Background: an optimization exercise with open tools, aiming at small area, a short achievable clock period and few clock cycles. Do not read the settings as production practice. Where RTL was checked, it was by simulation tests only, not by an equivalence proof against the original. Function not checked in runs 1 and 3 to 6: the RTL went through the layout flow alone. No activity file was given, so power comes from the tool's default toggle rates.

$ cat design/flow/config.mk
export PLATFORM = sky130hd
export DESIGN_NAME = x86rs_mmu
export DESIGN_NICKNAME = x86rs_mmu
export VERILOG_FILES = /design/flow/design.v
export SDC_FILE = /design/flow/constraint.sdc
export NUM_CORES = 4
export LEC_CHECK = 0
export ABC_CLOCK_PERIOD_IN_PS = 3000
export CAP_MARGIN = 20
export CORE_MARGIN = 2
export CORE_UTILIZATION = 40
export SETUP_SLACK_MARGIN = 5
export SLEW_MARGIN = 20
$ cat design/flow/constraint.sdc
create_clock -name core_clock -period 8.0 [get_ports {clk}]
set_input_delay 1.6000 -clock core_clock [delete_from_list [all_inputs] [get_ports {clk}]]
set_output_delay 1.6000 -clock core_clock [all_outputs]
set_load 0.01 [all_outputs]
$ cat design/flow/design.v
module x86rs_mmu #(
    parameter NT = 8,       
    parameter N2 = 8        
) (
    input  wire        clk,
    input  wire        rst,             
    input  wire        req_valid,
    output reg         req_ready,
    input  wire [1:0]  req_op,          
    input  wire [1:0]  req_kind,        
    input  wire        req_user,        
    input  wire [63:0] req_opa,
    output reg         resp_valid,
    output reg  [1:0]  resp_status,     
    output wire [51:0] resp_pa,
    output reg         mem_req,
    output wire [51:3] mem_addr,
    input  wire        mem_gnt,
    input  wire        mem_rvalid,
    input  wire [63:0] mem_rdata
);
    localparam OP_TRANSLATE = 2'd0;
    localparam OP_WRROOT    = 2'd1;
    localparam OP_INVPG     = 2'd2;
    localparam KIND_FETCH = 2'd0;
    localparam KIND_WRITE = 2'd2;
    localparam RS_OK = 2'd0;
    localparam RS_PF = 2'd1;
    localparam RS_GP = 2'd2;
    localparam IT = (NT > 1) ? $clog2(NT) : 1;
    localparam I2 = (N2 > 1) ? $clog2(N2) : 1;
    function permits;
        input w, u, x;
        input [1:0] kind;
        input user;
        begin
            permits = 1'b1;
            if (user && !u) permits = 1'b0;
            if (kind == KIND_WRITE && !w) permits = 1'b0;
            if (kind == KIND_FETCH && !x) permits = 1'b0;
        end
    endfunction
    reg  [51:12] root;
    reg  [51:12] fb;                    
    reg  [11:0]  off;                   
    reg  [8:0]   ridx;                  
    assign resp_pa  = {fb, off};
    assign mem_addr = {fb, ridx};
    reg          look;                  
    reg          mwait;                 
    reg  [1:0]   level;                 
    reg          pw, pu, px;            
    reg  [1:0]   c_kind;
    reg          c_user;
    reg  [51:12] c_la;                  
    reg          c_inv;                 
    reg          c_wrroot;              
    reg          c_canon;               
    reg  [NT-1:0] c_tfill;              
    reg          t_act;                 
    reg          p_act;                 
    reg  [NT-1:0] c_tidxv;              
    reg  [NT-1:0] u_thitv;              
    reg  [N2-1:0] u_phitv;              
    reg  [N2-1:0] c_phitv;              
    reg  [N2-1:0] c_pfill;              
    reg  [I2-1:0] c_pidx;               
    reg          p2_v    [0:N2-1];
    reg  [47:21] p2_tag  [0:N2-1];
    reg  [51:12] p2_base [0:N2-1];
    reg          p2_w    [0:N2-1];
    reg          p2_u    [0:N2-1];
    reg          p2_x    [0:N2-1];
    reg  [N2-1:0] p_ref;                
    reg          tlb_v   [0:NT-1];
    reg  [I2-1:0] tlb_ptr [0:NT-1];     
    reg  [20:12] tlb_idx [0:NT-1];
    reg  [51:12] tlb_pfn [0:NT-1];
    reg          tlb_w   [0:NT-1];
    reg          tlb_u   [0:NT-1];
    reg          tlb_x   [0:NT-1];
    reg  [NT-1:0] t_ref;                
    wire req_canonical = (req_opa[63:47] == {17{1'b0}}) || (req_opa[63:47] == {17{1'b1}});
    reg  [N2-1:0] p_hitv;
    reg  [NT-1:0] t_idxv;
    integer       i;
    always @* begin
        for (i = 0; i < N2; i = i + 1)
            p_hitv[i] = p2_tag[i] == req_opa[47:21];
        for (i = 0; i < NT; i = i + 1)
            t_idxv[i] = tlb_idx[i] == req_opa[20:12];
    end
    reg  [NT-1:0] c_thitv;
    always @*
        for (i = 0; i < NT; i = i + 1)
            c_thitv[i] = c_tidxv[i] && c_phitv[tlb_ptr[i]];
    reg  [NT-1:0] l_thitv;
    reg  [N2-1:0] l_phitv;
    reg  [I2-1:0] l_pidx;
    reg  [51:12]  t_pfn;
    reg           t_w, t_u, t_x;
    reg  [51:12]  p_base;
    reg           p_w, p_u, p_x;
    reg  [IT-1:0] t_vict;
    reg  [N2-1:0] p_vict;
    reg  [I2-1:0] p_vidx;
    always @* begin
        for (i = 0; i < NT; i = i + 1) l_thitv[i] = c_thitv[i] && tlb_v[i];
        for (i = 0; i < N2; i = i + 1) l_phitv[i] = c_phitv[i] && p2_v[i];
        t_pfn = 40'd0; t_w = 1'b0; t_u = 1'b0; t_x = 1'b0;
        for (i = 0; i < NT; i = i + 1)
            if (l_thitv[i]) begin
                t_pfn = t_pfn | tlb_pfn[i];
                t_w = t_w | tlb_w[i];
                t_u = t_u | tlb_u[i];
                t_x = t_x | tlb_x[i];
            end
        p_base = 40'd0; p_w = 1'b0; p_u = 1'b0; p_x = 1'b0;
        l_pidx = {I2{1'b0}};
        for (i = 0; i < N2; i = i + 1)
            if (l_phitv[i]) begin
                l_pidx = l_pidx | i[I2-1:0];
                p_base = p_base | p2_base[i];
                p_w = p_w | p2_w[i];
                p_u = p_u | p2_u[i];
                p_x = p_x | p2_x[i];
            end
        t_vict = {IT{1'b0}};
        for (i = NT - 1; i >= 0; i = i - 1)
            if (!(tlb_v[i] && t_ref[i])) t_vict = i[IT-1:0];
        p_vict = {N2{1'b0}};
        p_vidx = {I2{1'b0}};
        for (i = N2 - 1; i >= 0; i = i - 1)
            if (!(p2_v[i] && p_ref[i])) begin
                p_vict = {{(N2-1){1'b0}}, 1'b1} << i;
                p_vidx = i[I2-1:0];
            end
    end
    wire t_hit = |l_thitv;
    wire p_hit = |l_phitv;
    reg [8:0] nidx;
    always @* begin
        case (level)
            2'd3:    nidx = c_la[38:30];
            2'd2:    nidx = c_la[29:21];
            default: nidx = c_la[20:12];
        endcase
    end
    wire nw = pw & mem_rdata[1];
    wire nu = pu & mem_rdata[2];
    wire nx = px & ~mem_rdata[63];
    wire [NT-1:0] t_vict1 = {{(NT-1){1'b0}}, 1'b1} << t_vict;
    always @(posedge clk) begin
        c_tidxv <= t_idxv;
        c_phitv <= p_hitv;
        if (req_ready) begin
            c_kind  <= req_kind;
            c_user  <= req_user;
            c_la    <= req_opa[51:12];
            c_canon <= req_canonical;
            off     <= req_opa[11:0];
        end
        if (look) begin
            c_tfill <= t_vict1;
            c_pidx  <= p_hit ? l_pidx : p_vidx;
            c_pfill <= p_hit ? l_phitv : p_vict;
            fb <= t_hit ? t_pfn : p_hit ? p_base : root;
            if (p_hit) begin
                level <= 2'd0;
                ridx  <= c_la[20:12];
                pw <= p_w; pu <= p_u; px <= p_x;
            end else begin
                level <= 2'd3;
                ridx  <= c_la[47:39];
                pw <= 1'b1; pu <= 1'b1; px <= 1'b1;
            end
        end
        if (mwait) begin
            fb   <= mem_rdata[51:12];
            ridx <= nidx;
        end
        if (mwait && mem_rvalid) begin
            pw    <= nw;
            pu    <= nu;
            px    <= nx;
            if (level != 2'd0) level <= level - 2'd1;
        end
        for (i = 0; i < NT; i = i + 1)
            if (t_act && c_tfill[i]) begin
                tlb_ptr[i] <= c_pidx;
                tlb_idx[i] <= c_la[20:12];
                tlb_pfn[i] <= mem_rdata[51:12];
                tlb_w[i]   <= nw;
                tlb_u[i]   <= nu;
                tlb_x[i]   <= nx;
            end
        for (i = 0; i < N2; i = i + 1)
            if (p_act && c_pfill[i]) begin
                p2_tag[i]  <= c_la[47:21];
                p2_base[i] <= mem_rdata[51:12];
                p2_w[i]    <= nw;
                p2_u[i]    <= nu;
                p2_x[i]    <= nx;
            end
    end
    always @(posedge clk) begin
        resp_valid <= 1'b0;
        look       <= 1'b0;
        c_inv      <= 1'b0;
        c_wrroot   <= 1'b0;
        if (rst) begin
            req_ready <= 1'b1;
            mem_req   <= 1'b0;
            mwait     <= 1'b0;
            t_act     <= 1'b0;
            p_act     <= 1'b0;
            root      <= 40'd0;
            t_ref     <= {NT{1'b0}};
            p_ref     <= {N2{1'b0}};
            u_thitv   <= {NT{1'b0}};
            u_phitv   <= {N2{1'b0}};
            for (i = 0; i < NT; i = i + 1) tlb_v[i] <= 1'b0;
            for (i = 0; i < N2; i = i + 1) p2_v[i] <= 1'b0;
        end else begin
            if (req_ready && req_valid) begin
                case (req_op)
                    OP_WRROOT: begin
                        resp_valid <= 1'b1;
                        if (req_user) begin
                            resp_status <= RS_GP;
                        end else begin
                            resp_status <= RS_OK;
                            c_wrroot    <= 1'b1;
                        end
                    end
                    OP_INVPG: begin
                        resp_valid <= 1'b1;
                        if (req_user) begin
                            resp_status <= RS_GP;
                        end else begin
                            resp_status <= RS_OK;
                            c_inv       <= 1'b1;
                        end
                    end
                    default: begin
                        req_ready <= 1'b0;
                        look      <= 1'b1;
                    end
                endcase
            end
            if (c_wrroot) begin
                root <= c_la;
                for (i = 0; i < NT; i = i + 1) tlb_v[i] <= 1'b0;
                for (i = 0; i < N2; i = i + 1) p2_v[i] <= 1'b0;
            end
            if (|u_thitv)
                t_ref <= ((t_ref | u_thitv) == {NT{1'b1}}) ? u_thitv : (t_ref | u_thitv);
            if (|u_phitv)
                p_ref <= ((p_ref | u_phitv) == {N2{1'b1}}) ? u_phitv : (p_ref | u_phitv);
            u_thitv <= (look && c_canon) ? l_thitv : {NT{1'b0}};
            u_phitv <= (look && c_canon) ? l_phitv : {N2{1'b0}};
            if (c_inv && c_canon)
                for (i = 0; i < NT; i = i + 1)
                    if (c_thitv[i]) tlb_v[i] <= 1'b0;
            if (look) begin
                if (!c_canon) begin
                    resp_valid  <= 1'b1;
                    req_ready   <= 1'b1;
                    resp_status <= RS_PF;
                end else if (t_hit) begin
                    resp_valid  <= 1'b1;
                    req_ready   <= 1'b1;
                    resp_status <= permits(t_w, t_u, t_x, c_kind, c_user) ? RS_OK : RS_PF;
                end else begin
                    mem_req <= 1'b1;
                    t_act   <= p_hit;
                end
            end
            if (mem_req && mem_gnt) begin
                mem_req <= 1'b0;
                mwait   <= 1'b1;
            end
            if (mwait && mem_rvalid) begin
                mwait <= 1'b0;
                t_act <= level == 2'd1 && mem_rdata[0];
                p_act <= level == 2'd2 && mem_rdata[0];
                if (!mem_rdata[0]) begin
                    resp_valid  <= 1'b1;
                    resp_status <= RS_PF;
                    req_ready   <= 1'b1;
                end else if (level != 2'd0) begin
                    mem_req <= 1'b1;
                end else begin
                    resp_valid  <= 1'b1;
                    req_ready   <= 1'b1;
                    resp_status <= permits(nw, nu, nx, c_kind, c_user) ? RS_OK : RS_PF;
                    u_thitv     <= c_tfill;
                end
                if (level == 2'd0)
                    for (i = 0; i < NT; i = i + 1)
                        if (c_tfill[i]) tlb_v[i] <= mem_rdata[0];
                if (level == 2'd1) begin
                    for (i = 0; i < N2; i = i + 1)
                        if (c_pfill[i]) p2_v[i] <= mem_rdata[0];
                    for (i = 0; i < NT; i = i + 1)
                        if (tlb_ptr[i] == c_pidx) tlb_v[i] <= 1'b0;
                    if (mem_rdata[0])
                        u_phitv <= c_pfill;
                end
            end
        end
    end
endmodule
$ cat design/flow/run.sh
#!/bin/bash
# synth_recipe.tcl (not shown) runs the flow's synth.tcl, then flattens the netlist and writes it again
# the make line also repeats each setting of config.mk as NAME=value (left out here)
make -C /OpenROAD-flow-scripts/flow DESIGN_CONFIG=/design/flow/config.mk WORK_HOME=/design/flow/orfs CLKGATE_MAP_FILE= SYNTH_SCRIPT=/design/flow/synth_recipe.tcl finish
==> results of run 1 <==
==> worst paths after layout <==
path | to | slack, ns | from
setup / recovery | fb[40]$_DFFE_PP_ | 4.88 | tlb_ptr[5][0]$_DFFE_PP_
hold / removal | root[43]$_SDFFE_PP0P_ | 0.49 | root[43]$_SDFFE_PP0P_
setup reg to reg | fb[40]$_DFFE_PP_ | 4.88 | tlb_ptr[5][0]$_DFFE_PP_
hold reg to reg | root[43]$_SDFFE_PP0P_ | 0.49 | root[43]$_SDFFE_PP0P_
==> logic make-up (layout without fill, tap and decap cells) <==
family / count (synthesis) / in the layout / synth area share [%]
AO/OA/AOI/OAI: 568 / 568 / 8.95
XOR/XNOR: 312 / 312 / 5.63
adder cells (fa/ha/maj): 2 / 2 / 0.0516
buffers and inverters: 249 / 611 / 2.39
flip-flops: 1244 / 1244 / 74.6
multiplexers: 104 / 104 / 2.19
other: 0 / 3 / 0
AND/OR/NAND/NOR: 576 / 582 / 6.17
==> metal layers <==
| metal | routed length, µm | global-route usage, % | vias to the layer above |
|---|---|---|---|
| li1 | - | - | 12479 |
| met1 | 60800 | 32.3 | 15122 |
| met2 | 70100 | 36.9 | 1479 |
| met3 | 12800 | 3.98 | 247 |
| met4 | 4870 | 8.50 | 0 |
| met5 | 0 | 0 | - |
==> synthesized netlist by cell type (4+ instances only) <==
master / instances
edfxtp_1: 1129
xor2_1: 163
xnor2_1: 149
clkbuf_1: 144
nand2_1: 129
a221oi_1: 128
dfxtp_1: 115
a22oi_1: 114
a22o_1: 110
nor2_1: 96
mux2i_1: 91
nand4_1: 85
a21oi_1: 80
nor4_1: 63
nand3_1: 58
buf_4: 40
and2_1: 36
nand2b_1: 35
and3_1: 30
o21ai_0: 29
o31ai_1: 26
inv_1: 21
buf_1: 20
buf_2: 16
a31oi_1: 14
nor3_1: 13
o211ai_1: 12
mux2_2: 11
nor2b_1: 11
o22ai_1: 10
buf_6: 7
o21bai_1: 6
a211oi_1: 4
o41ai_1: 4
or2_2: 4
==> cell type report <==
class / count / share of cell area, %
multi-input cells: 1568 / 21.1
inverters: 21 / 0.135
repair buffers: 351 / 5.92
well taps: 1612 / 3.44
diodes: 3 / 0.0128
clock inverters: 56 / 1.17
flip-flops and latches: 1244 / 61.9
clock buffers: 183 / 6.34
==> registers in the layout, indices dropped and copies added, names as in the netlist, 9 cells and up <==
name     count
fb          40
p2_tag     216
tlb_pfn    320
off         12
p2_base    320
ridx         9
root        40
c_la        40
tlb_ptr     24
tlb_idx     72
==> tightest hold or removal path, cell delays in order (launching register included) <==
cell,delay (ns)
dfxtp_1,0.32
mux2i_1,0.06
nor2_1,0.07
==> power groups by stage <==
stage | clock network (W) | registers, W | logic (W)
after floorplan | 0 | 0.00734 | 0.000170
after global placement | 0 | 0.00738 | 0.000430
after detailed placement | 0 | 0.00738 | 0.000433
after CTS | 0.00630 | 0.00724 | 0.000428
after global routing | 0.00657 | 0.00725 | 0.000459
final | 0.00623 | 0.00724 | 0.000429
==> stage by stage <==
stage / utilization [%] / instances / area, µm²
6_report: 48.7 / 5038 / 58600
5_1_grt: 48.7 / 5035 / 58500
4_1_cts: 48.4 / 5015 / 58100
3_5_place_dp: 43.4 / 4714 / 52200
3_3_place_gp: 43.4 / 4714 / 52200
2_1_floorplan: - / 3055 / 48500
==> timing repair <==
action                     in CTS  in global routing
cloned                         20                  2
setup endpoints to repair     194                133
pin swaps                      26                 17
buffers inserted               42                 16
hold buffers                    0                  0
resized for setup             661                 66
==> run_results.csv, run 1 <==
group,metric,value,unit
power_and_ir_drop,clkPwrFrac,44.8,%
timing,slew_viol_final,0,
min_path,holdPathStages,2,
timing,period_share,39.0,%
final_layout,ff_latch_area,0.0362,mm²
critical_path,path_buf_inv,2,
synthesis,synthArstFlopShare,0,%
power_and_ir_drop,p_switching,0.00292,W
floorplanning,die_y,352,µm
clock_network,insertion_delay,0.75,ns
synthesis,synth-seq-cells,1244,
synthesis,synth_largest_type_area_fraction,69.9,%
drt,wl_per_cell,29.5,µm
floorplanning,die-area,0.124,mm²
synthesis,avgSynthCellArea,15.9,µm²
global_routing,grt_pass1_wl,208000,µm
final_layout,multi_input_area,0.0124,mm²
synthesis,synth_area_leaders,"edfxtp_1 70%, dfxtp_1 4.7%, xor2_1 2.9%",
critical_path,required,8.55,ns
floorplanning,num_rows,127,
final_layout,layout.nets,3460,
global_routing,gr-total-overflow,0,
synthesis,syn-cell-area,0.0485,mm²
power_and_ir_drop,finalPower,0.0139,W
timing,setup-violations-final,0,
timing,worst_pin_slew,1.14,ns
min_path,min_path_type,"reg2reg",
synthesis,synthDistinctLibCells,66,
critical_path,crit_path_frequent_cell,"buf_12",
drt,remaining_drc_errors,0,
synthesis,synth_edf_count,1129,
final_layout,final_common_cell,"edfxtp_1",
critical_path,path_depth,9,
drt,dr_total_vias,29327,
floorplanning,die_x,352,µm
critical_path,critPathMaxFanout,7,
placement,place_congestion,0.841,
clock_network,cts.sinks,1244,
synthesis,ys.flop_type,"edfxtp_1",
critical_path,startpoint_type,"flip-flop",
clock_network,htree_levels,4,
power_and_ir_drop,power.internal,0.0110,W
critical_path,path_class,"reg2reg",
final_layout,filler_cell_count,10127,
clock_network,clk_pin_slew,0.06,ns
power_and_ir_drop,power.share.switching,21.0,%
final_layout,final_cell_mix,"1129 x edfxtp_1, 163 x xor2_1, 149 x xnor2_1",
synthesis,syn_inst,3055,
placement,preCtsSetupSlack,3.29,ns
floorplanning,fp.coreArea,0.120,mm²
power_and_ir_drop,leakage,18.9,nW
critical_path,cp_slowest_cell,"or4_4",
timing,fin_setup_tns,0,ns
job,maxCapViolations,0,
timing,post-route-min-period,3.12,ns
placement,hpwl,77200,µm
synthesis,ys_warn_count,14,
timing,skew,0.0331,ns
placement,io_buffers,223,
global_routing,antenna_found_initial,10,
timing,slew_headroom,24.3,%
clock_network,cts_made_buffers,134,
drt,wl,149000,µm
synthesis,synth_nets,3195,
power_and_ir_drop,p_comb_share,3.1,%
global_routing,grtUsageTotal,23.3,%
clock_network,cts_root_buffer,"clkbuf_16",
timing,setup_ws,4.88,ns
timing,rsz0062_at_grt,"yes",
power_and_ir_drop,pwr-share-seq,52.1,%
critical_path,setup.worst_path.end_class,"flip-flop",
floorplanning,initial_utilization,40.4,%
critical_path,worst_path_largest_cell_delay,0.51,ns
clock_network,cts_tree,"yes",
critical_path,path_cells,"mux2_4 -> o221a_4 -> and2_4 -> buf_12 -> or4_4 -> or2_4 -> buf_12 -> and3_4 -> o31ai_4",
synthesis,synth_seq_area_share,74.6,%
floorplanning,ios,244,
global_routing,grt_max_degree,80,
global_routing,grt_pass1_vias,27975,
clock_network,cts_max_path_buffers,3,
final_layout,drive_gt1_share,18.3,%
power_and_ir_drop,power.density,237,mW/mm²
timing,timing_hold_violations_final,0,
critical_path,reg2reg_depth,9,
drt,via_per_inst,5.82,
outcome,status,"timing/DRC/antenna clean",
final_layout,area_delta_synth_final,20.7,%
drt,ant_nets,0,
critical_path,cp.arrival,3.66,ns
timing,holdWs,0.492,ns
power_and_ir_drop,vdd_drop_max,203,µV
drt,drt-pass1-iter-count,5,
critical_path,cp_top_family,"simple AND/OR/NAND/NOR gates",
synthesis,synth_top_area_cell,"edfxtp_1",
drt,initialDrtViolationCount,3324,
timing,max_freq,321,MHz
==> inputs of run 2 (changes only) <==
--- a/design/flow/design.v
+++ b/design/flow/design.v
@@ -75,7 +75,7 @@
     reg          tlb_v   [0:NT-1];
     reg  [I2-1:0] tlb_ptr [0:NT-1];     
     reg  [20:12] tlb_idx [0:NT-1];
-    reg  [51:12] tlb_pfn [0:NT-1];
+    reg  [51:12] tlb_pfn [0:NT-1];     
     reg          tlb_w   [0:NT-1];
     reg          tlb_u   [0:NT-1];
     reg          tlb_x   [0:NT-1];
@@ -164,7 +164,7 @@
             c_tfill <= t_vict1;
             c_pidx  <= p_hit ? l_pidx : p_vidx;
             c_pfill <= p_hit ? l_phitv : p_vict;
-            fb <= t_hit ? t_pfn : p_hit ? p_base : root;
+            fb <= t_pfn ^ (p_hit ? p_base : root);
             if (p_hit) begin
                 level <= 2'd0;
                 ridx  <= c_la[20:12];
@@ -175,10 +175,10 @@
                 pw <= 1'b1; pu <= 1'b1; px <= 1'b1;
             end
         end
-        if (mwait) begin
-            fb   <= mem_rdata[51:12];
+        if (mwait)
             ridx <= nidx;
-        end
+        if (mwait && mem_rvalid)
+            fb <= mem_rdata[51:12];
         if (mwait && mem_rvalid) begin
             pw    <= nw;
             pu    <= nu;
@@ -189,7 +189,7 @@
             if (t_act && c_tfill[i]) begin
                 tlb_ptr[i] <= c_pidx;
                 tlb_idx[i] <= c_la[20:12];
-                tlb_pfn[i] <= mem_rdata[51:12];
+                tlb_pfn[i] <= mem_rdata[51:12] ^ fb;
                 tlb_w[i]   <= nw;
                 tlb_u[i]   <= nu;
                 tlb_x[i]   <= nx;
--- a/design/flow/config.mk
+++ b/design/flow/config.mk
@@ -8,6 +8,9 @@
 export ABC_CLOCK_PERIOD_IN_PS = 3000
 export CAP_MARGIN = 20
 export CORE_MARGIN = 2
-export CORE_UTILIZATION = 40
+export CORE_UTILIZATION = 55
+export CTS_CLUSTER_DIAMETER = 60
+export CTS_CLUSTER_SIZE = 24
+export PLACE_DENSITY = 0.7
 export SETUP_SLACK_MARGIN = 5
 export SLEW_MARGIN = 20
==> run_results.csv, run 2 <==
group,metric,value,unit
timing,skew,0.0348,ns
synthesis,synth_nets,3155,
floorplanning,ios,244,
synthesis,ys.flop_type,"edfxtp_1",
final_layout,layoutNonFillerInstCount,4469,
synthesis,syn-cell-area,0.0483,mm²
synthesis,synth_edf_count,1129,
timing,rsz0062_at_grt,"yes",
clock_network,cts_made_buffers,80,
timing,slew_headroom,28.3,%
power_and_ir_drop,pwr-share-seq,60.0,%
final_layout,final_common_cell,"edfxtp_1",
clock_network,cts_max_path_buffers,3,
synthesis,synthAdderAreaFrac,0.0518,%
floorplanning,die_y,300,µm
synthesis,synth_seq_area_share,74.9,%
synthesis,synth-seq-cells,1244,
drt,initialDrtViolationCount,3946,
clock_network,cts.sinks,1244,
floorplanning,num_rows,108,
drt,wl_per_cell,29.7,µm
clock_network,cts_tree,"yes",
synthesis,synth_top_area_cell,"edfxtp_1",
drt,ant_nets,0,
critical_path,cp_slowest_cell,"edfxtp_1",
final_layout,layout.nets,3387,
global_routing,grt_pass1_vias,27704,
drt,wl_met1,51200,µm
global_routing,antenna_found_initial,9,
synthesis,yosys-mux-area-fraction,2.48,%
critical_path,required,6.40,ns
synthesis,synth_area_leaders,"edfxtp_1 70%, dfxtp_1 4.8%, xor2_1 4.5%",
floorplanning,initial_utilization,55.6,%
timing,fin_setup_tns,0,ns
placement,hpwl,76200,µm
synthesis,synthDistinctLibCells,62,
synthesis,synth_largest_type_area_fraction,70.2,%
synthesis,synth_most_common_cell,"edfxtp_1",
critical_path,cp_top_family,"flip-flops",
critical_path,startpoint_type,"flip-flop",
placement,io_buffers,223,
clock_network,insertion_delay,0.67,ns
critical_path,crit_path_frequent_cell,"buf_6",
power_and_ir_drop,power.share.switching,22.8,%
final_layout,final_cell_mix,"1129 x edfxtp_1, 248 x xor2_1, 199 x a22oi_1",
clock_network,clk_pin_slew,0.08,ns
floorplanning,die_x,300,µm
critical_path,path_cells,"buf_6 -> buf_6 -> buf_6",
timing,worst_pin_slew,1.08,ns
final_layout,drive_gt1_share,13.1,%
synthesis,ys_warn_count,14,
drt,remaining_drc_errors,0,
timing,post-route-min-period,3.09,ns
job,maxCapViolations,0,
timing,slew_viol_final,0,
min_path,min_path_type,"reg2reg",
global_routing,gr-total-overflow,0,
synthesis,synthArstFlopShare,0,%
global_routing,grt_pass1_wl,190000,µm
placement,place_congestion,0.878,
outcome,status,"timing/DRC/antenna clean",
drt,via_per_inst,6.39,
timing,timing_hold_violations_final,0,
critical_path,path_buf_inv,3,
drt,drt-pass1-iter-count,8,
synthesis,syn_inst,3015,
timing,max_freq,324,MHz
drt,dr.max_layer_used,"met5",
clock_network,htree_levels,3,
synthesis,synth_top_family_by_area,"compound AO/OA/AOI/OAI gates",
clock_network,cts_root_buffer,"clkbuf_16",
drt,wl_met3,13600,µm
critical_path,cp.arrival,1.49,ns
final_layout,filler_cell_count,6099,
global_routing,grt_max_degree,85,
synthesis,synth-simple-area-share,5.67,%
global_routing,grtUsageTotal,29.1,%
synthesis,synth_common_cells,"1129 x edfxtp_1, 248 x xor2_1, 199 x a22oi_1, 144 x xnor2_1, 115 x dfxtp_1",
power_and_ir_drop,vdd_drop_max,226,µV
critical_path,worst_path_largest_cell_delay,0.45,ns
floorplanning,die-area,0.0903,mm²
synthesis,synthXorXnorAreaFrac,7.10,%
power_and_ir_drop,power.density,220,mW/mm²
critical_path,critPathMaxFanout,2,
placement,dp.cells,4229,
drt,dr_total_vias,28548,
power_and_ir_drop,leakage,18.1,nW
power_and_ir_drop,p_comb_share,3.7,%
timing,setup-violations-final,0,
critical_path,path_class,"reg2out",
drt,wl,133000,µm
power_and_ir_drop,power.internal,0.00938,W
drt,wl_met2,63300,µm
critical_path,setup.worst_path.end_class,"output pin",
synthesis,synth_compound_area_share,7.68,%
power_and_ir_drop,p_switching,0.00277,W
synthesis,avgSynthCellArea,16.0,µm²
power_and_ir_drop,clkPwrFrac,36.3,%
timing,period_share,38.6,%
final_layout,area_delta_synth_final,14.1,%
final_layout,reg_top3,"p2_base (320), tlb_pfn (320), p2_tag (216)",
floorplanning,fp.coreArea,0.0869,mm²
[run 2: through the flow]
stage / worst slack [ns] / cell area, µm² / hold WS [ns] / util [%] / power (W)
finish: 4.91 / 55100 / 0.509 / 63.4 / 0.0121
detailed placement: 3.55 / 51500 / 0.489 / 59.2 / 0.00787
global route: 4.87 / 55100 / 0.540 / 63.4 / 0.0124
global placement: 3.55 / 51500 / 0.480 / 59.2 / 0.00786
CTS: 4.89 / 54800 / 0.506 / 63.0 / 0.0122
floorplan: 5.11 / 48300 / 0.456 / - / 0.00758
[run 2: path summary, 6_finish.rpt]
path,depth (start not counted),slack (ns),from,endpoint
max,3,4.91,fb[21]$_DFFE_PP_,resp_pa[21]
min,2,0.51,p2_v[2]$_SDFF_PP0_,p2_v[2]$_SDFF_PP0_
max reg2reg,9,5.04,c_phitv[5]$_DFF_P_,fb[36]$_DFFE_PP_
min reg2reg,2,0.51,p2_v[2]$_SDFF_PP0_,p2_v[2]$_SDFF_PP0_
[run 2: worst reg2reg max path, stage by stage (launching register included)]
cell	delay, ns
dfxtp_2	0.42
and2_2	0.22
buf_8	0.24
nor4_4	0.33
nand2_1	0.14
nor2_4	0.25
buf_12	0.21
mux2i_1	0.62
xor2_1	0.21
o21ai_1	0.07
[run 2: repair_timing]
action / 4_1_cts / 5_1_grt
buffers inserted: 71 / 19
gates cloned: 1 / 0
pin swaps: 4 / 4
setup endpoints to repair: 239 / 166
hold buffers: 0 / 0
gates resized for setup: 401 / 84
[run 2: layout make-up]
class                           instances  area (µm²)  area share (%)
Sequential cell                      1244       36200            65.7
Multi-Input combinational cell       1548       11400            20.6
Timing Repair Buffer                  355        3280            5.95
Clock buffer                           89        2060            3.73
Tap cell                             1155        1450            2.62
Clock inverter                         58         668            1.21
Inverter                               18        67.6           0.123
Antenna cell                            2        5.00         0.00908
[run 2: kinds of logic after synthesis]
| group | Yosys count |
|---|---|
| buf+inv | 223 |
| xor+xnor | 392 |
| fa+ha+maj | 2 |
| compound gates | 506 |
| simple gates | 534 |
| mux | 114 |
| flops | 1244 |
[run 2: metal layers]
layer	vias up	GRT usage [%]
met3	247	5.38
met2	1712	47.1
met4	16	10.7
met5	-	0
li1	12187	-
met1	14386	39.9
[run 2: power groups by stage]
stage / clock, W / combinational [W] / sequential [W]
global placement: 0 / 0.000404 / 0.00745
global route: 0.00466 / 0.000480 / 0.00730
detailed placement: 0 / 0.000415 / 0.00746
CTS: 0.00445 / 0.000441 / 0.00729
floorplan: 0 / 0.000205 / 0.00738
finish: 0.00441 / 0.000450 / 0.00729
Testbench counts of run 2, summed over its fixed seeds: cycles 180,076.
==> inputs of run 3 (changes only) <==
--- a/design/flow/design.v
+++ b/design/flow/design.v
@@ -62,7 +62,9 @@
     reg  [NT-1:0] c_tidxv;              
     reg  [NT-1:0] u_thitv;              
     reg  [N2-1:0] u_phitv;              
-    reg  [N2-1:0] c_phitv;              
+    reg  [N2-1:0] c_phith;              
+    reg  [N2-1:0] c_phitl;              
+    wire [N2-1:0] c_phitv = c_phith & c_phitl;
     reg  [N2-1:0] c_pfill;              
     reg  [I2-1:0] c_pidx;               
     reg          p2_v    [0:N2-1];
@@ -81,12 +83,14 @@
     reg          tlb_x   [0:NT-1];
     reg  [NT-1:0] t_ref;                
     wire req_canonical = (req_opa[63:47] == {17{1'b0}}) || (req_opa[63:47] == {17{1'b1}});
-    reg  [N2-1:0] p_hitv;
+    reg  [N2-1:0] p_hith, p_hitl;
     reg  [NT-1:0] t_idxv;
     integer       i;
     always @* begin
-        for (i = 0; i < N2; i = i + 1)
-            p_hitv[i] = p2_tag[i] == req_opa[47:21];
+        for (i = 0; i < N2; i = i + 1) begin
+            p_hith[i] = p2_tag[i][47:34] == req_opa[47:34];
+            p_hitl[i] = p2_tag[i][33:21] == req_opa[33:21];
+        end
         for (i = 0; i < NT; i = i + 1)
             t_idxv[i] = tlb_idx[i] == req_opa[20:12];
     end
@@ -152,7 +156,8 @@
     wire [NT-1:0] t_vict1 = {{(NT-1){1'b0}}, 1'b1} << t_vict;
     always @(posedge clk) begin
         c_tidxv <= t_idxv;
-        c_phitv <= p_hitv;
+        c_phith <= p_hith;
+        c_phitl <= p_hitl;
         if (req_ready) begin
             c_kind  <= req_kind;
             c_user  <= req_user;
==> run_results.csv, run 3 <==
group,metric,value,unit
outcome,status,"timing/DRC/antenna clean",
synthesis,syn-cell-area,0.0486,mm²
synthesis,avgSynthCellArea,16.1,µm²
global_routing,grt_max_degree,91,
global_routing,grtUsageTotal,28.7,%
clock_network,cts_max_path_buffers,3,
power_and_ir_drop,pwr-share-seq,58.5,%
power_and_ir_drop,leakage,17.6,nW
timing,timing_hold_violations_final,0,
job,maxCapViolations,0,
power_and_ir_drop,clkPwrFrac,37.9,%
power_and_ir_drop,finalPower,0.0125,W
synthesis,synth_edf_count,1129,
synthesis,syn_inst,3021,
synthesis,synth-simple-area-share,5.71,%
synthesis,synth_top_family_by_area,"compound AO/OA/AOI/OAI gates",
timing,setup-violations-final,0,
synthesis,synth_most_common_cell,"edfxtp_1",
critical_path,required,6.40,ns
synthesis,synthAdderAreaFrac,0.0515,%
timing,fin_setup_tns,0,ns
floorplanning,initial_utilization,55.2,%
synthesis,synth_nets,3161,
global_routing,gr-total-overflow,0,
clock_network,insertion_delay,0.69,ns
placement,hpwl,73400,µm
critical_path,crit_start,"fb[20]$_DFFE_PP_",
floorplanning,num_rows,109,
floorplanning,die_x,301,µm
timing,max_freq,323,MHz
critical_path,setup.worst_path.end_class,"output pin",
synthesis,ys.flop_type,"edfxtp_1",
final_layout,drive_gt1_share,12.7,%
placement,place_congestion,0.919,
placement,placed_cell_area,0.0517,mm²
final_layout,final_common_cell,"edfxtp_1",
synthesis,yosys-mux-area-fraction,1.98,%
critical_path,reg2reg_slack,5.00,ns
critical_path,path_class,"reg2out",
global_routing,antenna_found_initial,1,
global_routing,grt_pass1_vias,28087,
synthesis,synth_compound_area_share,8.17,%
drt,remaining_drc_errors,0,
synthesis,synth_largest_type_area_fraction,69.8,%
drt,wl,132000,µm
synthesis,synthArstFlopShare,0,%
drt,dr_total_vias,28602,
timing,holdWs,0.505,ns
critical_path,critPathMaxFanout,2,
timing,post-route-min-period,3.10,ns
timing,rsz0062_at_grt,"yes",
final_layout,layout.nets,3385,
placement,io_buffers,223,
power_and_ir_drop,vdd_drop_max,218,µV
drt,wl_per_cell,29.6,µm
critical_path,startpoint_type,"flip-flop",
synthesis,ys_warn_count,14,
final_layout,area_delta_synth_final,14.1,%
power_and_ir_drop,p_comb_share,3.6,%
final_layout,final_cell_mix,"1129 x edfxtp_1, 199 x xor2_1, 192 x xnor2_1",
power_and_ir_drop,power.internal,0.00969,W
drt,via_per_inst,6.39,
power_and_ir_drop,power.share.switching,22.7,%
floorplanning,die_y,301,µm
timing,skew,0.0356,ns
timing,slew_viol_final,0,
timing,period_share,38.7,%
min_path,hp-start,"c_la[50]$_DFFE_PP_",
final_layout,final_area,0.0554,mm²
drt,ant_nets,0,
drt,initialDrtViolationCount,3738,
clock_network,htree_levels,3,
min_path,min_path_type,"reg2reg",
clock_network,cts_root_buffer,"clkbuf_16",
final_layout,reg_top3,"p2_base (320), tlb_pfn (320), p2_tag (216)",
timing,worst_pin_slew,1.13,ns
synthesis,synthDistinctLibCells,68,
synthesis,synthXorXnorAreaFrac,7.06,%
synthesis,synth_top_area_cell,"edfxtp_1",
clock_network,cts_tree,"yes",
clock_network,cts.sinks,1252,
clock_network,postCtsHoldBufs,0,
timing,slew_headroom,24.6,%
global_routing,grt_pass1_wl,188000,µm
floorplanning,ios,244,
drt,drt-pass1-iter-count,6,
floorplanning,fp.coreArea,0.0880,mm²
clock_network,cts_made_buffers,84,
synthesis,synth-seq-cells,1252,
power_and_ir_drop,p_switching,0.00284,W
critical_path,r2r_start,"c_phitl[3]$_DFF_P_",
power_and_ir_drop,power.density,226,mW/mm²
synthesis,synth_seq_area_share,74.8,%
clock_network,clk_pin_slew,0.08,ns
synthesis,synth_area_leaders,"edfxtp_1 70%, dfxtp_1 5.1%, xor2_1 3.6%",
critical_path,cp.arrival,1.50,ns
synthesis,synth_common_cells,"1129 x edfxtp_1, 200 x xor2_1, 192 x xnor2_1, 139 x nand2_1, 123 x dfxtp_1",
floorplanning,die-area,0.0908,mm²
==> run 3: changes by cell type in the layout (fill, tap and decap cells not counted), moves of 20 or more <==
cell	before	now
a221oi_1	17	71
a22o_1	14	69
o21ai_0	23	71
mux2i_1	93	63
xor2_1	248	199
xnor2_1	144	192
a22oi_1	199	103
buf_6	70	42
a222oi_1	80	60
==> run 3: per-stage QoR <==
stage / util [%] / cells / setup WS, ns
CTS: 62.6 / 4455 / 4.86
detailed placement: 58.7 / 4245 / 3.66
global route: 63.0 / 4478 / 4.88
floorplan: - / 3021 / 5.03
global placement: 58.7 / 4245 / 3.74
finish: 63.0 / 4479 / 4.90
==> run 3: metal layers <==
metal / global-route usage (%) / wire (µm)
met4: 10.3 / 4660
met5: 0 / 16
met2: 46.4 / 63600
met1: 39.7 / 51400
met3: 4.59 / 12700
==> run 3: cell type report <==
cell class | count | area [µm²]
fill | 6217 | 32500
clock inverter | 63 | 872
inverter | 11 | 41.3
antenna | 1 | 2.50
multi-input combinational | 1554 | 11400
clock buffer | 91 | 2160
timing repair buffer | 342 | 3120
tap | 1165 | 1460
sequential | 1252 | 36400
==> run 3: power groups by stage <==
stage                     Sequential (W)  Clock [W]  Combinational (W)
after floorplan                  0.00743          0           0.000211
after global placement           0.00749          0           0.000419
after detailed placement         0.00749          0           0.000433
after CTS                        0.00733    0.00479           0.000443
after global routing             0.00734    0.00504           0.000483
final                            0.00733    0.00475           0.000451
==> run 3: cell families after synthesis <==
group                      count (synthesis)
DFF                                     1252
AOI/OAI and AO/OA                        530
xor gates and xnor gates                 392
buffers and inverters                    218
and+or+nand+nor                          549
muxes                                     78
adders and majority gates                  2
==> run 3: path summary, 6_finish.rpt <==
path | to | cells past startpoint
max | resp_pa[20] | 3
min | root[50]$_SDFFE_PP0P_ | 2
max reg2reg | resp_status[1]$_DFFE_PN_ | 10
min reg2reg | root[50]$_SDFFE_PP0P_ | 2
==> run 3: worst max-delay path, cell delays in order (launching register included) <==
cell,delay (ns)
edfxtp_1,0.44
buf_6,0.15
buf_6,0.12
buf_6,0.11
==> run 3: what timing repair did <==
action | in CTS | in global routing
cloned | 1 | 3
gates resized for setup | 386 | 80
setup buffers | 55 | 20
setup endpoints to repair | 229 | 108
pin swaps | 1 | 2
==> inputs of run 4 (changes only) <==
--- a/design/flow/design.v
+++ b/design/flow/design.v
@@ -69,7 +69,7 @@
     reg  [I2-1:0] c_pidx;               
     reg          p2_v    [0:N2-1];
     reg  [47:21] p2_tag  [0:N2-1];
-    reg  [51:12] p2_base [0:N2-1];
+    reg  [51:12] p2_base [0:N2-1];      
     reg          p2_w    [0:N2-1];
     reg          p2_u    [0:N2-1];
     reg          p2_x    [0:N2-1];
@@ -169,7 +169,7 @@
             c_tfill <= t_vict1;
             c_pidx  <= p_hit ? l_pidx : p_vidx;
             c_pfill <= p_hit ? l_phitv : p_vict;
-            fb <= t_pfn ^ (p_hit ? p_base : root);
+            fb <= t_pfn ^ p_base ^ root;
             if (p_hit) begin
                 level <= 2'd0;
                 ridx  <= c_la[20:12];
@@ -202,7 +202,7 @@
         for (i = 0; i < N2; i = i + 1)
             if (p_act && c_pfill[i]) begin
                 p2_tag[i]  <= c_la[47:21];
-                p2_base[i] <= mem_rdata[51:12];
+                p2_base[i] <= mem_rdata[51:12] ^ root;
                 p2_w[i]    <= nw;
                 p2_u[i]    <= nu;
                 p2_x[i]    <= nx;
==> run_results.csv, run 4 <==
group,metric,value,unit
outcome,status,"timing/DRC/antenna clean",
global_routing,grt_pass1_vias,29087,
timing,post-route-min-period,3.10,ns
global_routing,gr-total-overflow,0,
power_and_ir_drop,power.internal,0.00965,W
final_layout,ff_latch_area,0.0364,mm²
clock_network,postCtsHoldBufs,0,
global_routing,grtUsageTotal,29.3,%
final_layout,area_delta_synth_final,14.2,%
timing,setup-violations-final,0,
clock_network,insertion_delay,0.67,ns
job,maxCapViolations,0,
synthesis,synth-seq-cells,1252,
power_and_ir_drop,power.share.switching,22.9,%
timing,slew_headroom,25.0,%
final_layout,filler_cell_count,6201,
timing,slew_viol_final,0,
power_and_ir_drop,p_comb_share,3.7,%
clock_network,cts.sinks,1252,
synthesis,ys_warn_count,14,
floorplanning,die_x,304,µm
timing,fin_setup_tns,0,ns
synthesis,synth_nets,3269,
power_and_ir_drop,power.density,222,mW/mm²
final_layout,final_common_cell,"edfxtp_1",
timing,timing_hold_violations_final,0,
synthesis,synth_common_cells,"1129 x edfxtp_1, 244 x xnor2_1, 215 x xor2_1, 175 x nand2_1, 153 x a22oi_1",
power_and_ir_drop,pwr-share-seq,58.7,%
drt,wl,138000,µm
synthesis,synthDistinctLibCells,73,
critical_path,required,6.40,ns
final_layout,drive_gt1_share,13.2,%
synthesis,syn-cell-area,0.0495,mm²
global_routing,grt_max_degree,73,
min_path,min_path_type,"reg2reg",
synthesis,synth_edf_count,1129,
power_and_ir_drop,finalPower,0.0125,W
synthesis,ys.flop_type,"edfxtp_1",
critical_path,critPathMaxFanout,2,
final_layout,diodes,0,
placement,placed_cell_area,0.0526,mm²
timing,period_share,38.8,%
power_and_ir_drop,p_switching,0.00286,W
placement,io_buffers,223,
global_routing,antenna_found_initial,4,
synthesis,syn_inst,3129,
drt,initialDrtViolationCount,4132,
floorplanning,num_rows,109,
clock_network,cts_root_buffer,"clkbuf_16",
final_layout,multi_input_area,0.0123,mm²
timing,rsz0062_at_grt,"yes",
clock_network,cts_made_buffers,85,
drt,wl_per_cell,29.8,µm
synthesis,synth_largest_type_area_fraction,68.6,%
critical_path,startpoint_type,"flip-flop",
clock_network,cts_max_path_buffers,3,
critical_path,reg2reg_slack,5.01,ns
synthesis,synth_area_leaders,"edfxtp_1 69%, dfxtp_1 5.0%, xnor2_1 4.3%",
timing,worst_pin_slew,1.13,ns
global_routing,grt_pass1_wl,198000,µm
final_layout,final_cell_mix,"1129 x edfxtp_1, 243 x xnor2_1, 214 x xor2_1",
critical_path,reg2reg_depth,9,
synthesis,synth_most_common_cell,"edfxtp_1",
floorplanning,die_y,304,µm
placement,place_congestion,0.888,
final_layout,final_area,0.0565,mm²
power_and_ir_drop,leakage,18.4,nW
clock_network,cts_tree,"yes",
min_path,holdPathStages,2,
floorplanning,ios,244,
power_and_ir_drop,clkPwrFrac,37.6,%
final_layout,layout.nets,3517,
drt,ant_nets,0,
power_and_ir_drop,vdd_drop_max,159,µV
synthesis,synth_seq_area_share,73.5,%
final_layout,reg_top3,"p2_base (320), tlb_pfn (320), p2_tag (216)",
synthesis,avgSynthCellArea,15.8,µm²
synthesis,synthArstFlopShare,0,%
critical_path,cp.arrival,1.50,ns
floorplanning,fp.coreArea,0.0888,mm²
clock_network,clk_pin_slew,0.09,ns
drt,remaining_drc_errors,0,
clock_network,htree_levels,3,
critical_path,setup.worst_path.end_class,"output pin",
placement,hpwl,79100,µm
timing,skew,0.0310,ns
synthesis,synth_top_area_cell,"edfxtp_1",
floorplanning,die-area,0.0923,mm²
drt,dr_total_vias,29571,
drt,via_per_inst,6.41,
timing,max_freq,322,MHz
critical_path,path_class,"reg2out",
drt,drt-pass1-iter-count,7,
floorplanning,initial_utilization,55.7,%
run 4: cell count changes after synthesis, sizes merged, moves of 16 or more:
cell / change
a21oi: +16
a221oi: -43
a22o: -41
a22oi: +50
a32oi: +29
and3: +19
nand2: +36
nand3: -45
nor2: +17
o21ai: -56
xnor2: +52
run 4: cells by family after synthesis:
| family | after synthesis | synth area share [%] |
|---|---|---|
| adder cells (fa/ha/maj) | 2 | 0.0506 |
| multiplexers | 75 | 1.77 |
| buffers and inverters | 210 | 1.99 |
| AND/OR/NAND/NOR | 641 | 6.88 |
| XOR/XNOR | 459 | 8.13 |
| flip-flops | 1252 | 73.5 |
| AO/OA/AOI/OAI | 490 | 7.64 |
run 4: path summary, 6_finish.rpt:
kind | end | startpoint
min reg2reg | p_ref[5]$_SDFFE_PP0P_ | u_phitv[5]$_SDFF_PP0_
min | p_ref[5]$_SDFFE_PP0P_ | u_phitv[5]$_SDFF_PP0_
max reg2reg | resp_status[0]$_DFFE_PN_ | c_phitl[3]$_DFF_P_
max | resp_pa[32] | fb[32]$_DFFE_PP_
run 4: area by class of cell:
type	count	share of cell area (%)
repair buffers	362	5.82
clock inverters	61	1.30
multi-input cells	1667	21.8
inverters	9	0.0598
clock buffers	96	4.02
well taps	1165	2.58
flip-flops and latches	1252	64.4
run 4: timing repair:
item / in CTS / in global routing
setup endpoints to repair: 226 / 95
endpoints found under the hold margin: 0 / 0
cloned: 1 / 0
gates resized for setup: 374 / 70
pin swaps: 3 / 5
buffers inserted: 76 / 22
run 4: critical path, cell delays in order (launching register included):
cell	delay, ns
edfxtp_1	0.44
buf_4	0.17
buf_6	0.12
buf_6	0.11
run 4: metrics by stage:
| stage | utilization, % | cells | setup slack, ns | hold slack (ns) |
|---|---|---|---|---|
| after floorplan | - | 3129 | 5.07 | 0.457 |
| after CTS | 63.2 | 4590 | 4.86 | 0.518 |
| after global placement | 59.2 | 4356 | 3.79 | 0.473 |
| after detailed placement | 59.2 | 4356 | 3.79 | 0.488 |
| after global routing | 63.6 | 4612 | 4.86 | 0.528 |
| final | 63.6 | 4612 | 4.90 | 0.514 |
run 4: power by group through the flow:
stage	Combinational [W]	Clock [W]	Sequential, W
2_1_floorplan	0.000229	0	0.00743
3_3_place_gp	0.000433	0	0.00749
3_5_place_dp	0.000447	0	0.00750
4_1_cts	0.000454	0.00475	0.00734
5_1_grt	0.000494	0.00499	0.00735
6_report	0.000462	0.00471	0.00734
run 4: layer usage:
metal	up-vias	share of wire, %	wire (µm)	GRT usage, %
met3	260	11	15200	6.15
met4	8	3.9	5430	12.0
li1	12640	-	-	-
met5	-	0.039	53	0
met1	14912	38	52600	40.0
met2	1751	47	64300	46.4
==> inputs of run 5 (changes only) <==
--- a/design/flow/design.v
+++ b/design/flow/design.v
@@ -69,7 +69,7 @@
     reg  [I2-1:0] c_pidx;               
     reg          p2_v    [0:N2-1];
     reg  [47:21] p2_tag  [0:N2-1];
-    reg  [51:12] p2_base [0:N2-1];      
+    reg  [51:12] p2_base [0:N2-1];
     reg          p2_w    [0:N2-1];
     reg          p2_u    [0:N2-1];
     reg          p2_x    [0:N2-1];
@@ -169,7 +169,7 @@
             c_tfill <= t_vict1;
             c_pidx  <= p_hit ? l_pidx : p_vidx;
             c_pfill <= p_hit ? l_phitv : p_vict;
-            fb <= t_pfn ^ p_base ^ root;
+            fb <= t_pfn ^ (p_hit ? p_base : root);
             if (p_hit) begin
                 level <= 2'd0;
                 ridx  <= c_la[20:12];
@@ -202,7 +202,7 @@
         for (i = 0; i < N2; i = i + 1)
             if (p_act && c_pfill[i]) begin
                 p2_tag[i]  <= c_la[47:21];
-                p2_base[i] <= mem_rdata[51:12] ^ root;
+                p2_base[i] <= mem_rdata[51:12];
                 p2_w[i]    <= nw;
                 p2_u[i]    <= nu;
                 p2_x[i]    <= nx;
==> design/flow/flow/run.sh (new file) <==
#!/bin/bash
# The standard layout, with the port buffers made of buf_4 cells instead of
# the buffer that buffer_ports picks by default. Everything else is the standard flow's
# standard flow (standard.sh), whose full output goes to standard.log.
set -o pipefail
export BUFFER_PORTS_ARGS="-buffer_cell sky130_fd_sc_hd__buf_4"
bash standard.sh > standard.log 2>&1
==> design/flow/standard.sh (new file) <==
#!/bin/bash
# synth_recipe.tcl (not shown) runs the flow's synth.tcl, then flattens the netlist and writes it again
# the make line also repeats each setting of config.mk as NAME=value (left out here)
make -C /OpenROAD-flow-scripts/flow DESIGN_CONFIG=/design/flow/config.mk WORK_HOME=/design/flow/orfs CLKGATE_MAP_FILE= SYNTH_SCRIPT=/design/flow/synth_recipe.tcl "${@:-finish}"
removed: design/flow/run.sh
==> run_results.csv, run 5 <==
group,metric,value,unit
timing,max_freq,325,MHz
power_and_ir_drop,leakage,17.2,nW
drt,drt-pass1-iter-count,8,
placement,place_congestion,0.901,
timing,fin_setup_tns,0,ns
critical_path,setup.worst_path.end_class,"flip-flop",
clock_network,clk_pin_slew,0.09,ns
synthesis,synth_edf_count,1129,
critical_path,worst_path_largest_cell_delay,0.80,ns
synthesis,synth_common_cells,"1129 x edfxtp_1, 200 x xor2_1, 192 x xnor2_1, 139 x nand2_1, 123 x dfxtp_1",
placement,hpwl,72300,µm
clock_network,cts_made_buffers,80,
critical_path,startpoint_type,"flip-flop",
critical_path,cp_top_family,"simple AND/OR/NAND/NOR gates",
floorplanning,die_x,301,µm
synthesis,synth_area_leaders,"edfxtp_1 70%, dfxtp_1 5.1%, xor2_1 3.6%",
placement,io_buffers,223,
clock_network,postCtsHoldBufs,0,
final_layout,drive_gt1_share,15.0,%
synthesis,synth_largest_type_area_fraction,69.8,%
synthesis,synth_seq_area_share,74.8,%
timing,post-route-min-period,3.07,ns
timing,holdWs,0.511,ns
floorplanning,ios,244,
critical_path,cp.arrival,3.50,ns
floorplanning,die_y,301,µm
global_routing,grt_max_degree,91,
clock_network,htree_levels,3,
global_routing,grt_pass1_vias,27560,
global_routing,antenna_found_initial,4,
clock_network,insertion_delay,0.69,ns
job,maxCapViolations,0,
final_layout,reg_top3,"p2_base (320), tlb_pfn (320), p2_tag (216)",
timing,worst_pin_slew,1.13,ns
synthesis,syn-cell-area,0.0486,mm²
drt,initialDrtViolationCount,3740,
floorplanning,num_rows,109,
timing,period_share,38.4,%
critical_path,cp_slowest_cell,"and4_4",
synthesis,synthArstFlopShare,0,%
final_layout,final_cell_mix,"1129 x edfxtp_1, 244 x buf_4, 200 x xor2_1",
floorplanning,fp.coreArea,0.0880,mm²
timing,setup-violations-final,0,
critical_path,path_buf_inv,0,
min_path,min_path_type,"reg2reg",
timing,skew,0.0395,ns
synthesis,synth_most_common_cell,"edfxtp_1",
timing,rsz0062_at_grt,"yes",
power_and_ir_drop,vdd_drop_max,172,µV
global_routing,gr-total-overflow,0,
synthesis,synth-seq-cells,1252,
drt,ant_nets,0,
floorplanning,initial_utilization,55.2,%
drt,remaining_drc_errors,0,
drt,wl,129000,µm
timing,timing_hold_violations_final,0,
critical_path,path_cells,"nand2_2 -> mux4_2 -> nand2_1 -> and4_4 -> nor4_4 -> a31oi_1 -> a21o_1 -> a21oi_1",
drt,dr_total_vias,28167,
outcome,status,"timing/DRC/antenna clean",
synthesis,avgSynthCellArea,16.1,µm²
synthesis,synth_nets,3161,
critical_path,required,8.43,ns
clock_network,cts.sinks,1252,
final_layout,final_common_cell,"edfxtp_1",
clock_network,cts_max_path_buffers,3,
timing,slew_viol_final,0,
drt,via_per_inst,6.39,
global_routing,grtUsageTotal,28.2,%
clock_network,cts_tree,"yes",
global_routing,grt_pass1_wl,185000,µm
timing,slew_headroom,24.5,%
synthesis,syn_inst,3021,
power_and_ir_drop,power.density,224,mW/mm²
floorplanning,die-area,0.0908,mm²
synthesis,synth_top_area_cell,"edfxtp_1",
synthesis,ys.flop_type,"edfxtp_1",
final_layout,layout.nets,3316,
drt,wl_per_cell,29.3,µm
final_layout,area_delta_synth_final,11.7,%
synthesis,ys_warn_count,14,
clock_network,cts_root_buffer,"clkbuf_16",
critical_path,critPathMaxFanout,45,
critical_path,path_class,"reg2reg",
synthesis,synthDistinctLibCells,68,
-- run 5: cell count changes after synthesis, sizes merged, moves of 29 or more --
cell    change
o21ai      +56
a32oi      -29
a221oi     +43
a22o       +41
nand2      -36
xnor2      -52
nand3      +45
a22oi      -50
-- run 5: repair_timing --
| item | in CTS | in global routing |
|---|---|---|
| pin swaps | 0 | 2 |
| buffers inserted | 6 | 5 |
| setup endpoints to repair | 86 | 79 |
| gates cloned | 2 | 2 |
| gates resized for setup | 46 | 31 |
-- run 5: metrics by stage --
step                      setup slack (ns)  area, µm²  util, %  std cells  total power (W)
after floorplan                       5.03      48600        -       3021          0.00764
after global routing                  4.88      54300     61.7       4407           0.0125
after detailed placement              4.23      51100     58.1       4244          0.00790
final                                 4.93      54300     61.7       4408           0.0121
after CTS                             4.92      54100     61.5       4400           0.0122
after global placement                4.29      51100     58.1       4244          0.00788
-- run 5: cell families (layout without fill, tap and decap cells) --
group	count (synthesis)	in the layout	synth area share (%)
other	0	1	0
xor gates and xnor gates	392	392	7.06
and+or+nand+nor	549	549	5.71
adders and majority gates	2	2	0.0515
DFF	1252	1252	74.8
AOI/OAI and AO/OA	530	530	8.17
buffers and inverters	218	439	2.20
muxes	78	78	1.98
-- run 5: layout make-up --
type | count | area [µm²]
well taps | 1165 | 1460
diodes | 1 | 2.50
clock buffers | 98 | 2120
inverters | 11 | 41.3
clock inverters | 50 | 594
fillers | 6267 | 33700
multi-input cells | 1551 | 11300
repair buffers | 280 | 2360
flip-flops and latches | 1252 | 36400
-- run 5: layer usage --
metal	GRT usage [%]	part of all wire (%)	up-vias
met3	4.80	9.3	224
li1	-	-	12106
met5	0	0.010	-
met1	38.8	39	14358
met4	10.3	3.4	2
met2	45.6	48	1477
-- run 5: where the power goes --
| group | switching (W) | internal [W] |
|---|---|---|
| Clock | 0.00236 | 0.00203 |
| Combinational | 0.000278 | 0.000153 |
| Sequential | 0.000110 | 0.00722 |
| Total | 0.00275 | 0.00940 |
-- run 5: worst paths after layout --
| check | startpoint | endpoint | slack, ns | cells after the start |
|---|---|---|---|---|
| min reg2reg | c_la[51]$_DFFE_PP_ | root[51]$_SDFFE_PP0P_ | 0.51 | 2 |
| max | c_phitl[7]$_DFF_P_ | resp_status[1]$_DFFE_PN_ | 4.93 | 8 |
| max reg2reg | c_phitl[7]$_DFF_P_ | resp_status[1]$_DFFE_PN_ | 4.93 | 8 |
| min | c_la[51]$_DFFE_PP_ | root[51]$_SDFFE_PP0P_ | 0.51 | 2 |
-- run 5: worst reg2reg max path, stage by stage, from the launching register on --
cell,delay [ns]
dfxtp_1,0.45
nand2_2,0.17
mux4_2,0.49
nand2_1,0.10
and4_4,0.80
nor4_4,0.16
a31oi_1,0.33
a21o_1,0.26
a21oi_1,0.07
==> inputs of run 6 (changes only) <==
--- a/design/flow/config.mk
+++ b/design/flow/config.mk
@@ -5,6 +5,7 @@
 export SDC_FILE = /design/flow/constraint.sdc
 export NUM_CORES = 4
 export LEC_CHECK = 0
+export ABC_AREA = 1
 export ABC_CLOCK_PERIOD_IN_PS = 3000
 export CAP_MARGIN = 20
 export CORE_MARGIN = 2
==> run_results.csv, run 6 <==
group,metric,value,unit
floorplanning,initial_utilization,55.3,%
timing,max_freq,329,MHz
power_and_ir_drop,power.density,226,mW/mm²
synthesis,synth-seq-cells,1252,
clock_network,cts_made_buffers,89,
final_layout,layout.nets,4360,
final_layout,final_cell_mix,"1129 x edfxtp_1, 933 x nand2_1, 300 x nand3_1",
synthesis,synth_largest_type_area_fraction,67.1,%
timing,fin_setup_tns,0,ns
power_and_ir_drop,clkPwrFrac,38.6,%
synthesis,synth_seq_area_share,71.9,%
placement,preCtsSetupSlack,4.21,ns
synthesis,synth_nets,4174,
global_routing,gr-total-overflow,0,
clock_network,postCtsHoldBufs,0,
synthesis,synth_most_common_cell,"edfxtp_1",
placement,io_buffers,223,
synthesis,syn_inst,4034,
critical_path,critPathMaxFanout,3,
clock_network,insertion_delay,0.70,ns
placement,place_congestion,0.968,
critical_path,worst_path_largest_cell_delay,0.55,ns
clock_network,cts_tree,"yes",
drt,initialDrtViolationCount,4113,
drt,ant_nets,0,
synthesis,ys_warn_count,14,
timing,slew_viol_final,0,
clock_network,cts_root_buffer,"clkbuf_16",
drt,dr_total_vias,33197,
synthesis,synth_common_cells,"1129 x edfxtp_1, 935 x nand2_1, 300 x nand3_1, 259 x nor2_1, 161 x inv_1",
critical_path,r2r_start,"p2_v[5]$_SDFF_PP0_",
critical_path,required,6.40,ns
min_path,min_to,"p2_tag[2][27]$_DFFE_PP_",
timing,timing_hold_violations_final,0,
global_routing,grt_pass1_wl,202000,µm
power_and_ir_drop,p_switching,0.00302,W
final_layout,final_common_cell,"edfxtp_1",
synthesis,syn-cell-area,0.0506,mm²
global_routing,grt_max_degree,68,
critical_path,setup.worst_path.end_class,"output pin",
critical_path,startpoint_type,"flip-flop",
floorplanning,num_rows,111,
power_and_ir_drop,p_comb_share,3.9,%
timing,setup_ws,4.96,ns
synthesis,avgSynthCellArea,12.5,µm²
power_and_ir_drop,power.internal,0.00977,W
final_layout,multi_input_area,0.0124,mm²
final_layout,drive_gt1_share,13.3,%
global_routing,grtUsageTotal,29.4,%
critical_path,cp_slowest_cell,"edfxtp_1",
drt,via_per_inst,6.06,
job,maxCapViolations,0,
power_and_ir_drop,vdd_drop_max,168,µV
clock_network,htree_levels,3,
synthesis,synth_edf_count,1129,
timing,worst_pin_slew,1.14,ns
final_layout,filler_cell_count,6908,
placement,hpwl,81600,µm
critical_path,reg2reg_slack,5.10,ns
global_routing,antenna_found_initial,10,
min_path,min_path_type,"reg2reg",
final_layout,area_delta_synth_final,11.9,%
synthesis,synth_top_area_cell,"edfxtp_1",
drt,drt-pass1-iter-count,7,
floorplanning,die_x,307,µm
outcome,status,"timing/DRC/antenna clean",
critical_path,path_class,"reg2out",
drt,wl_per_cell,25.6,µm
floorplanning,ios,244,
floorplanning,fp.coreArea,0.0914,mm²
synthesis,ys.flop_type,"edfxtp_1",
critical_path,cp.arrival,1.44,ns
global_routing,grt_pass1_vias,31036,
min_path,hp-start,"c_la[27]$_DFFE_PP_",
clock_network,cts.sinks,1252,
critical_path,path_depth,1,
timing,post-route-min-period,3.04,ns
timing,setup-violations-final,0,
critical_path,cp_top_family,"flip-flops",
timing,slew_headroom,23.9,%
power_and_ir_drop,pwr-share-seq,57.4,%
critical_path,reg2reg_depth,11,
timing,period_share,38.0,%
clock_network,cts_max_path_buffers,3,
final_layout,ff_latch_area,0.0364,mm²
power_and_ir_drop,power.share.switching,23.6,%
timing,skew,0.0338,ns
floorplanning,die-area,0.0944,mm²
final_layout,reg_top3,"p2_base (320), tlb_pfn (320), p2_tag (216)",
timing,rsz0062_at_grt,"yes",
synthesis,synthArstFlopShare,0,%
synthesis,synth_area_leaders,"edfxtp_1 67%, nand2_1 6.9%, dfxtp_1 4.9%",
drt,remaining_drc_errors,0,
critical_path,path_cells,"buf_6",
critical_path,r2r_end,"fb[27]$_DFFE_PP_",
clock_network,clk_pin_slew,0.08,ns
floorplanning,die_y,307,µm
drt,wl,140000,µm
synthesis,synthDistinctLibCells,55,
power_and_ir_drop,leakage,20.8,nW
critical_path,path_buf_inv,1,
min_path,holdPathStages,0,
run 6: cell type report:
type / instances / share of cell area (%)
clock buffer: 96 / 4.08
inverter: 186 / 1.27
antenna: 3 / 0.0133
clock inverter: 68 / 1.54
multi-input combinational: 2394 / 21.9
timing repair buffer: 297 / 4.23
sequential: 1252 / 64.3
tap: 1186 / 2.62
run 6: cells by family after synthesis:
| logic type | count (synthesis) | synth area share, % |
|---|---|---|
| adders and majority gates | 2 | 0.0495 |
| AOI/OAI and AO/OA | 460 | 5.99 |
| xor gates and xnor gates | 221 | 3.83 |
| DFF | 1252 | 71.9 |
| muxes | 1 | 0.0198 |
| and+or+nand+nor | 1710 | 14.6 |
| buffers and inverters | 388 | 3.59 |
run 6: through the flow:
step / util (%) / cells / cell area, µm² / hold WS, ns / power (W)
2_1_floorplan: - / 4034 / 50600 / 0.447 / 0.00768
5_1_grt: 61.9 / 5481 / 56600 / 0.485 / 0.0131
3_3_place_gp: 58.0 / 5293 / 53000 / 0.434 / 0.00796
3_5_place_dp: 58.0 / 5293 / 53000 / 0.455 / 0.00798
4_1_cts: 61.7 / 5466 / 56400 / 0.478 / 0.0128
6_report: 61.9 / 5482 / 56600 / 0.468 / 0.0128
run 6: routing by layer:
metal  GRT usage (%)  vias to the layer above  share of wire [%]
met5               0                        -              0.023
met4            11.5                        6                3.5
met3            5.79                      281                 12
met2            46.0                     1944                 46
met1            41.0                    16211                 39
li1                -                    14755                  -
run 6: worst max path at each step:
stage	slack, ns	to	start
2_1_floorplan	5.16	u_thitv[2]$_SDFF_PP0_	mem_rdata[0]
3_3_place_gp	4.24	tlb_v[2]$_SDFF_PP0_	mem_rvalid
3_5_place_dp	4.21	tlb_v[6]$_SDFF_PP0_	mem_rvalid
4_1_cts	4.93	resp_pa[36]	fb[36]$_DFFE_PP_
5_1_grt	4.94	resp_pa[36]	fb[36]$_DFFE_PP_
6_report	4.96	resp_pa[33]	fb[33]$_DFFE_PP_
run 6: timing repair:
item,4_1_cts,5_1_grt
endpoints found under the setup margin,68,77
buffers inserted,9,13
cloned,0,0
hold endpoints to repair,0,0
gates resized for setup,25,22
run 6: power groups by stage:
stage	registers, W	clock network (W)	logic [W]
5_1_grt	0.00735	0.00522	0.000539
3_3_place_gp	0.00749	0	0.000470
2_1_floorplan	0.00744	0	0.000239
6_report	0.00734	0.00494	0.000503
4_1_cts	0.00734	0.00497	0.000493
3_5_place_dp	0.00749	0	0.000481

-- static timing again, ports no longer ideal --
No port has a modelled driver above. Below, the same layouts with a new extraction and two added sets of constraints.
Step 1, drivers: a clkbuf_16 drives clk and a buf_2 each remaining input, both assumed.
Step 2 adds t to the input delays and takes it off the output delays; t is the mean of the earliest and latest rising clock arrival at the registers after step 1. Input paths then give back, and output paths get back, about the clock's delay inside the block.
Three values: ideal ports, drivers, drivers and shift; two values: the first two.
run	t, ns	slack for setup (ns)	cell pins on the clock port's net
run 1	0.807	4.883 / 4.883 / 4.228	1
run 2	0.722	4.911 / 4.841 / 4.309	1
run 3	0.740	4.900 / 4.831 / 4.328	1
run 4	0.726	4.895 / 4.824 / 4.378	1
run 5	0.738	4.928 / 4.928 / 4.480	1
run 6	0.752	4.960 / 4.889 / 4.412	1
After both steps every run listed still meets setup and hold. The setup slack of run 1, which loses most, moves by 0.000 ns with the drivers and by -0.655 ns with both steps.
